What follows belongs to an exercise in optimizing a design on an open flow for small area, a short achievable clock period and few clock cycles per item; a production flow would make more cautious choices. Only simulation tests tie the RTL to the original design; equivalence was not proved. Power and IR drop assume default switching activity.

// xarm_codec_b
module xarm_codec_b (
    input  wire        clk,
    input  wire        rst,
    input  wire        req_valid,
    output wire        req_ready,
    input  wire [7:0]  req_op,
    input  wire [7:0]  req_cmd,
    input  wire [7:0]  req_id,
    input  wire [8:0]  req_len,
    input  wire [15:0] req_a,
    input  wire [15:0] req_b,
    input  wire        in_valid,
    output wire        in_ready,
    input  wire [7:0]  in_data,
    output wire        out_valid,
    input  wire        out_ready,
    output wire [7:0]  out_data,
    output wire        out_last,
    output wire        resp_valid,
    input  wire        resp_ready,
    output wire [7:0]  resp_status,
    output wire [7:0]  resp_arg,
    output wire [15:0] resp_lo,
    output wire [15:0] resp_hi,
    output wire [7:0]  resp_reason,
    output wire [7:0]  resp_byte,
    output wire [7:0]  resp_plen,
    output wire [8:0]  resp_len
);
Size: about 180 flip-flops, about 0.011 mm^2 of cells after synthesis.
Settings: LEC_CHECK=0, CAP_MARGIN=20, CORE_MARGIN=2, CORE_UTILIZATION=40, SETUP_SLACK_MARGIN=2.4, SLEW_MARGIN=20; clock period 5.0 ns.
standard.sh (not shown) runs the stock make flow with config.mk's settings and CLKGATE_MAP_FILE= SYNTH_SCRIPT=/design/flow/synth_recipe.tcl, a recipe that flattens the netlist after the stock synthesis.
==> flow/flow/run.sh <==
#!/bin/bash
# The standard layout, with plain buf_1 cells as the port buffers (every input
# and output port still gets its own buffer; repair may resize them).
set -euo pipefail
bash standard.sh "BUFFER_PORTS_ARGS=-buffer_cell sky130_fd_sc_hd__buf_1" finish > standard_flow.log 2>&1
The starting point completed with no timing, DRC or antenna violations.
Testbench counts at the start, summed over its fixed seeds: cycles 27,536, items 3,200.
Change:
- SETUP_SLACK_MARGIN: 2.4 -> 2.2
After rerunning: The new run passed the timing, design-rule and antenna checks; worst hold slack got worse by 19 ps; total power came out lower by about 0.6%; flip-flop and latch count does not change; routed wire length came out lower by about 2.2%; sequential power is about the same; setup slack got worse by 160 ps; clock power hardly moves; maximum frequency came out lower by 5.9%; final area came out lower by about 1.4%; count of clock-buffer cells in the layout is unchanged; sequential share of layout area came out higher by 0.47 points.

========
== run 1 ==
Another version of the RTL of xarm_codec_b (not shown whole).
Size: roughly 1300 cells after synthesis, roughly 180 flip-flops, about 170 I/O pins.
Settings: LEC_CHECK=0, CAP_MARGIN=20, CORE_MARGIN=2, CORE_UTILIZATION=40, SETUP_SLACK_MARGIN=3.0, SLEW_MARGIN=20; clock period 5.0 ns.
Scripts as last shown in full above: flow/flow/run.sh
Run 1: PASS, flow complete, no timing, DRC or antenna violations
Testbench counts of run 1, summed over its fixed seeds: cycles 27,536, items 3,200.
Modified inputs, run 2 compared to run 1
Settings: SETUP_SLACK_MARGIN changed from 3.0 to 2.6.
## What came out
- Diff run 2 and run 1: share of the core filled with cells lower in run 2
- Re area of combinational cells with multiple inputs: run 2 is about 10% down on run 1.
- Run 2 gives less cell leakage power than run 1 did.
- Run 1 vs run 2, most common cell after layout, fill and taps aside: buf_4 vs nand2_1
- Of run 2 and run 1, run 1 shows the higher number of ordinary inverters in the final layout, with run 2 below it.
- Looking at post-placement cell area across run 2 and run 1, the one that comes out higher is run 1.
- Going from run 1 to run 2, count of clock-buffer cells in the layout grows by 1.

========
Another version of the RTL of xarm_codec_b (not shown whole).
Size: roughly 1,200 cells after synthesis, ~170 I/O pins.
Settings: LEC_CHECK=0, CAP_MARGIN=20, CORE_MARGIN=2, CORE_UTILIZATION=40, SETUP_SLACK_MARGIN=2.6, SLEW_MARGIN=20; clock period 5.0 ns.
Scripts as last shown in full above: flow/flow/run.sh
Testbench counts at the start, summed over its fixed seeds: cycles 27,536, items 3,200.
Then changed:
- SETUP_SLACK_MARGIN: 2.6 -> 2.4
Outcome: Via count is lower by about 1.1%. Sequential cell count is unchanged. Design area shrinks by about 4.6%. Power drops by 1.8%. Hold slack is about the same.

========
Another version of the RTL of xarm_codec_b (not shown whole).
Size in the first run: ~180 flip-flops, ~11000 um^2 of cells after synthesis.
Settings: LEC_CHECK=0, CAP_MARGIN=20, CORE_MARGIN=2, CORE_UTILIZATION=40, SETUP_SLACK_MARGIN=1.9, SLEW_MARGIN=20; clock period 5.0 ns.
Scripts as last shown in full above: flow/flow/run.sh
Testbench counts at the start, summed over its fixed seeds: cycles 27,536, items 3,200.
==> next run, changes <==
SETUP_SLACK_MARGIN = 2.2   (was 1.9)
Result:
- power fell by about 3%
- worst hold slack is about the same
- worst setup slack improved by 0.24 ns
- clock skew rose by 0.0039 ns
- core utilization hardly moves
- non-clock buffer count does not change
- clock power fell by about 7%
- via count rose by 1.4%
- critical path depth rose by 1
- global-route usage rose by 0.19 points
- die area does not change

========
== indigo ==
xarm_codec_b, a different RTL version from the one above (not shown whole).
Size: about 1200 cells after synthesis, ~180 flip-flops, ~170 I/O pins.
// xarm_codec_b
module xarm_codec_b (
    input  wire        clk,
    input  wire        rst,
    input  wire        req_valid,
    output wire        req_ready,
    input  wire [7:0]  req_op,
    input  wire [7:0]  req_cmd,
    input  wire [7:0]  req_id,
    input  wire [8:0]  req_len,
    input  wire [15:0] req_a,
    input  wire [15:0] req_b,
    input  wire        in_valid,
    output wire        in_ready,
    input  wire [7:0]  in_data,
    output wire        out_valid,
    input  wire        out_ready,
    output wire [7:0]  out_data,
    output wire        out_last,
    output wire        resp_valid,
    input  wire        resp_ready,
    output wire [7:0]  resp_status,
    output wire [7:0]  resp_arg,
    output wire [15:0] resp_lo,
    output wire [15:0] resp_hi,
    output wire [7:0]  resp_reason,
    output wire [7:0]  resp_byte,
    output wire [7:0]  resp_plen,
    output wire [8:0]  resp_len
);
==> flow/config.mk <==
export PLATFORM = sky130hd
export DESIGN_NAME = xarm_codec_b
export DESIGN_NICKNAME = xarm_codec_b
export VERILOG_FILES = /design/flow/design.v
export SDC_FILE = /design/flow/constraint.sdc
export NUM_CORES = 4
export LEC_CHECK = 0
export CAP_MARGIN = 20
export CORE_MARGIN = 2
export CORE_UTILIZATION = 60
export PLACE_DENSITY = 0.7
export SETUP_SLACK_MARGIN = 2.6
export SLEW_MARGIN = 20
==> flow/constraint.sdc <==
create_clock -name core_clock -period 5.0 [get_ports {clk}]
set_input_delay 1.0000 -clock core_clock [delete_from_list [all_inputs] [get_ports {clk}]]
set_output_delay 1.0000 -clock core_clock [all_outputs]
set_load 0.01 [all_outputs]
Scripts as last shown in full above: flow/flow/run.sh
Testbench counts of indigo, summed over its fixed seeds: cycles 27,536, items 3,200.
## Diff of input files: yarrow against indigo
--- a/flow/config.mk
+++ b/flow/config.mk
@@ -8,6 +8,5 @@
 export CAP_MARGIN = 20
 export CORE_MARGIN = 2
-export CORE_UTILIZATION = 60
-export PLACE_DENSITY = 0.7
-export SETUP_SLACK_MARGIN = 2.6
+export CORE_UTILIZATION = 40
+export SETUP_SLACK_MARGIN = 2.4
 export SLEW_MARGIN = 20
Findings:
Looking at global-route usage, yarrow sits 10 points below indigo. Taking indigo as the reference, in yarrow share of power burned in registers picked up an extra 1.0 points, switching share of power saw an increase, maximum frequency went down. Per the comparison of yarrow with indigo, clock group total power closely matched the old numbers, overall power consumption shows a reduction of about 1%, worst-case setup margin in the final layout went down by 0.11 ns.

========
== exp/raven ==
Another version of the RTL of xarm_codec_b (not shown whole).
Size in the first run: about 1,200 cells after synthesis, ~180 flip-flops, roughly 170 I/O pins, about 11,000 um^2 of cells after synthesis.
Settings: LEC_CHECK=0, CAP_MARGIN=20, CORE_MARGIN=2, CORE_UTILIZATION=40, SETUP_SLACK_MARGIN=2.6, SLEW_MARGIN=20; clock period 5.0 ns.
Scripts as last shown in full above: flow/flow/run.sh
exp/raven reached the final stage; the timing, design-rule and antenna checks on its layout passed.
Testbench counts of exp/raven, summed over its fixed seeds: cycles 27,536, items 3,200.
What exp/zinc does differently from exp/raven at the input level:
Settings: an added PLACE_DENSITY of 0.7; a change of SETUP_SLACK_MARGIN from 2.6 to 2.4; a change of CORE_UTILIZATION from 40 to 60.
Pre-CTS setup slack deteriorates in exp/zinc relative to exp/raven. In the flow results for exp/zinc and exp/raven, the number of buffers other than clock buffers in the final layout is larger on exp/raven. Final cell count: exp/zinc lower than exp/raven. Going from exp/raven to exp/zinc, clock period minus worst slack saw an increase, endpoint arrival time on the critical path saw an increase, final-layout clock-cell area share saw an increase.

========
Setup of the reference run:
xarm_codec_b with an RTL version that a note above also has.
Size: about 1200 cells after synthesis, about 0.011 mm² of cells after synthesis.
## xarm_codec_b
module xarm_codec_b (
    input  wire        clk,
    input  wire        rst,
    input  wire        req_valid,
    output wire        req_ready,
    input  wire [7:0]  req_op,
    input  wire [7:0]  req_cmd,
    input  wire [7:0]  req_id,
    input  wire [8:0]  req_len,
    input  wire [15:0] req_a,
    input  wire [15:0] req_b,
    input  wire        in_valid,
    output wire        in_ready,
    input  wire [7:0]  in_data,
    output wire        out_valid,
    input  wire        out_ready,
    output wire [7:0]  out_data,
    output wire        out_last,
    output wire        resp_valid,
    input  wire        resp_ready,
    output wire [7:0]  resp_status,
    output wire [7:0]  resp_arg,
    output wire [15:0] resp_lo,
    output wire [15:0] resp_hi,
    output wire [7:0]  resp_reason,
    output wire [7:0]  resp_byte,
    output wire [7:0]  resp_plen,
    output wire [8:0]  resp_len
);
    localparam [7:0] OP_ENC     = 8'h10;
    localparam [7:0] OP_TEMPLIM = 8'h15;
    localparam [7:0] OP_DEC     = 8'h18;
    localparam [7:0] OP_CHK     = 8'h19;
    localparam [7:0] CMD_MOVE    = 8'd1;
    localparam [7:0] CMD_MOVEW   = 8'd7;
    localparam [7:0] CMD_ID_READ = 8'd14;
    localparam [7:0] CMD_ANGLIM  = 8'd20;
    localparam [7:0] CMD_VINLIM  = 8'd22;
    localparam [7:0] CMD_TEMPLIM = 8'd24;
    localparam [7:0] SIG = 8'h55;
    localparam [1:0] C_ENC = 2'd0;    
    localparam [1:0] C_DEC = 2'd1;
    localparam [1:0] C_CHK = 2'd2;
    localparam [1:0] C_REF = 2'd3;
    localparam I_IDLE   = 0;
    localparam I_GATHER = 1;     
    localparam I_DRAIN  = 2;     
    localparam I_H0     = 3;     
    localparam I_H1     = 4;
    localparam I_H2     = 5;
    localparam I_H3     = 6;
    localparam I_H4     = 7;
  ...
export LEC_CHECK = 0
export CAP_MARGIN = 20
export CORE_MARGIN = 2
export CORE_UTILIZATION = 60
export PLACE_DENSITY = 0.7
export SETUP_SLACK_MARGIN = 2.4
export SLEW_MARGIN = 20
create_clock -name core_clock -period 5.0 [get_ports {clk}]
Scripts as last shown in full above: flow/flow/run.sh
Testbench counts of the reference run, summed over its fixed seeds: cycles 27,536, items 3,200.
The inputs of the trial run differ from those of the reference run as listed below.
Settings: swapping 2.4 for 2.5 in SETUP_SLACK_MARGIN.
[summary]
The trial run completed; timing, DRC and antenna clean. Between the reference run and the trial run, the length of routed met2 wiring figures differ only marginally. Per the comparison of the trial run with the reference run, clock buffer instance count of the final layout shrank by 2; per-cell routed wire length shrank by 1.1%; proportion of total power due to net switching saw an increase; global-route wire length before repair rose 0.71%; overall power after layout increased by 2.6% relative to the old numbers. Route | the trial run vs the reference run | wire shorter in the trial run. The fraction of area in non-clock buffers on the trial run is in line with that on the reference run. Number of flip-flops and latches: the reference run vs the trial run identical.

========
onyx:
RTL: one of the versions met above, not the one the previous note started from.
Size in the first run: ~1200 cells after synthesis, roughly 180 flip-flops, about 0.011 mm^2 of cells after synthesis.
export LEC_CHECK = 0
export CAP_MARGIN = 20
export CORE_MARGIN = 2
export CORE_UTILIZATION = 40
export SETUP_SLACK_MARGIN = 2.6
export SLEW_MARGIN = 20
export TNS_END_PERCENT = 10
create_clock -name core_clock -period 5.0 [get_ports {clk}]
Scripts as last shown in full above: flow/flow/run.sh
onyx finished every stage and its layout cleared the timing, design-rule and antenna checks.
Testbench counts of onyx, summed over its fixed seeds: cycles 27,536, items 3,200.
Setup changes, onyx to willow
Settings: TNS_END_PERCENT no longer set, was 10; SETUP_SLACK_MARGIN now 2.4, was 2.6.
--- outcome ---
- in -> reg as the critical path class was reported by onyx, and reg -> reg by willow.
- The fraction of the cycle the final worst path needs number comes out higher for willow vs onyx.
- For area of the core, willow and onyx come out practically identical.
- onyx -> willow: count of endpoints failing setup in the final report delta 0, exact match
- For willow, the last element of the critical path was fd0[4]$_DFFE_PP_, unlike onyx, where it was vfail_q$_DFFE_PP_.
- willow vs. onyx: first-pass GRT wire length fell about 2.5%; wire length fell by about 4%; clock distribution power increased by about 6% relative to the old numbers.

[static timing again, ports no longer ideal]
No port has a modelled driver above. Below, the same layouts with a new extraction and two added sets of constraints.
Step 1 (the two cells are an assumption about what drives the block):
set clk [get_ports {clk}]
set_driving_cell -lib_cell sky130_fd_sc_hd__clkbuf_16 $clk
set_driving_cell -lib_cell sky130_fd_sc_hd__buf_2 [delete_from_list [all_inputs] $clk]
Step 2 times the ports against the registers' clock, not the clock port: input delays grow and output delays shrink by t, the midpoint of the rising clock arrivals with the driver on.
a / b / c = ideal ports / drivers / drivers and shift; a / b = the first two.
run | t, ns | setup WS [ns] | clock arrival spread, ns
the first run of note 1 | 0.480 | 2.439 / 2.439 / 1.982 | 0.011 / 0.010
the second run of note 1 | 0.481 | 2.280 / 2.280 / 1.899 | 0.011 / 0.011
run 1 | 0.483 | 2.316 / 2.296 / 1.844 | 0.016 / 0.016
run 2 | 0.489 | 2.262 / 2.214 / 1.943 | 0.014 / 0.014
the first run of note 3 | 0.485 | 2.238 / 2.218 / 2.079 | 0.012 / 0.012
the second run of note 3 | 0.482 | 2.262 / 2.243 / 2.033 | 0.013 / 0.013
the first run of note 4 | 0.484 | 2.046 / 2.046 / 1.751 | 0.014 / 0.014
the second run of note 4 | 0.494 | 2.289 / 2.302 / 1.815 | 0.020 / 0.020
indigo | 0.487 | 2.560 / 2.516 / 2.121 | 0.013 / 0.013
yarrow | 0.485 | 2.449 / 2.430 / 2.075 | 0.015 / 0.014
exp/raven | 0.487 | 2.556 / 2.545 / 2.095 | 0.012 / 0.012
exp/zinc | 0.486 | 2.485 / 2.453 / 2.056 | 0.013 / 0.012
the reference run | 0.483 | 2.440 / 2.407 / 2.079 | 0.009 / 0.009
the trial run | 0.484 | 2.515 / 2.490 / 2.130 | 0.009 / 0.010
onyx | 0.479 | 2.526 / 2.530 / 2.067 | 0.009 / 0.009
willow | 0.485 | 2.463 / 2.427 / 2.081 | 0.014 / 0.014
After both steps setup and hold are still met in every run listed. The setup slack of the second run of note 4, which loses most, moves by +0.013 ns with the drivers and by -0.474 ns with both steps.
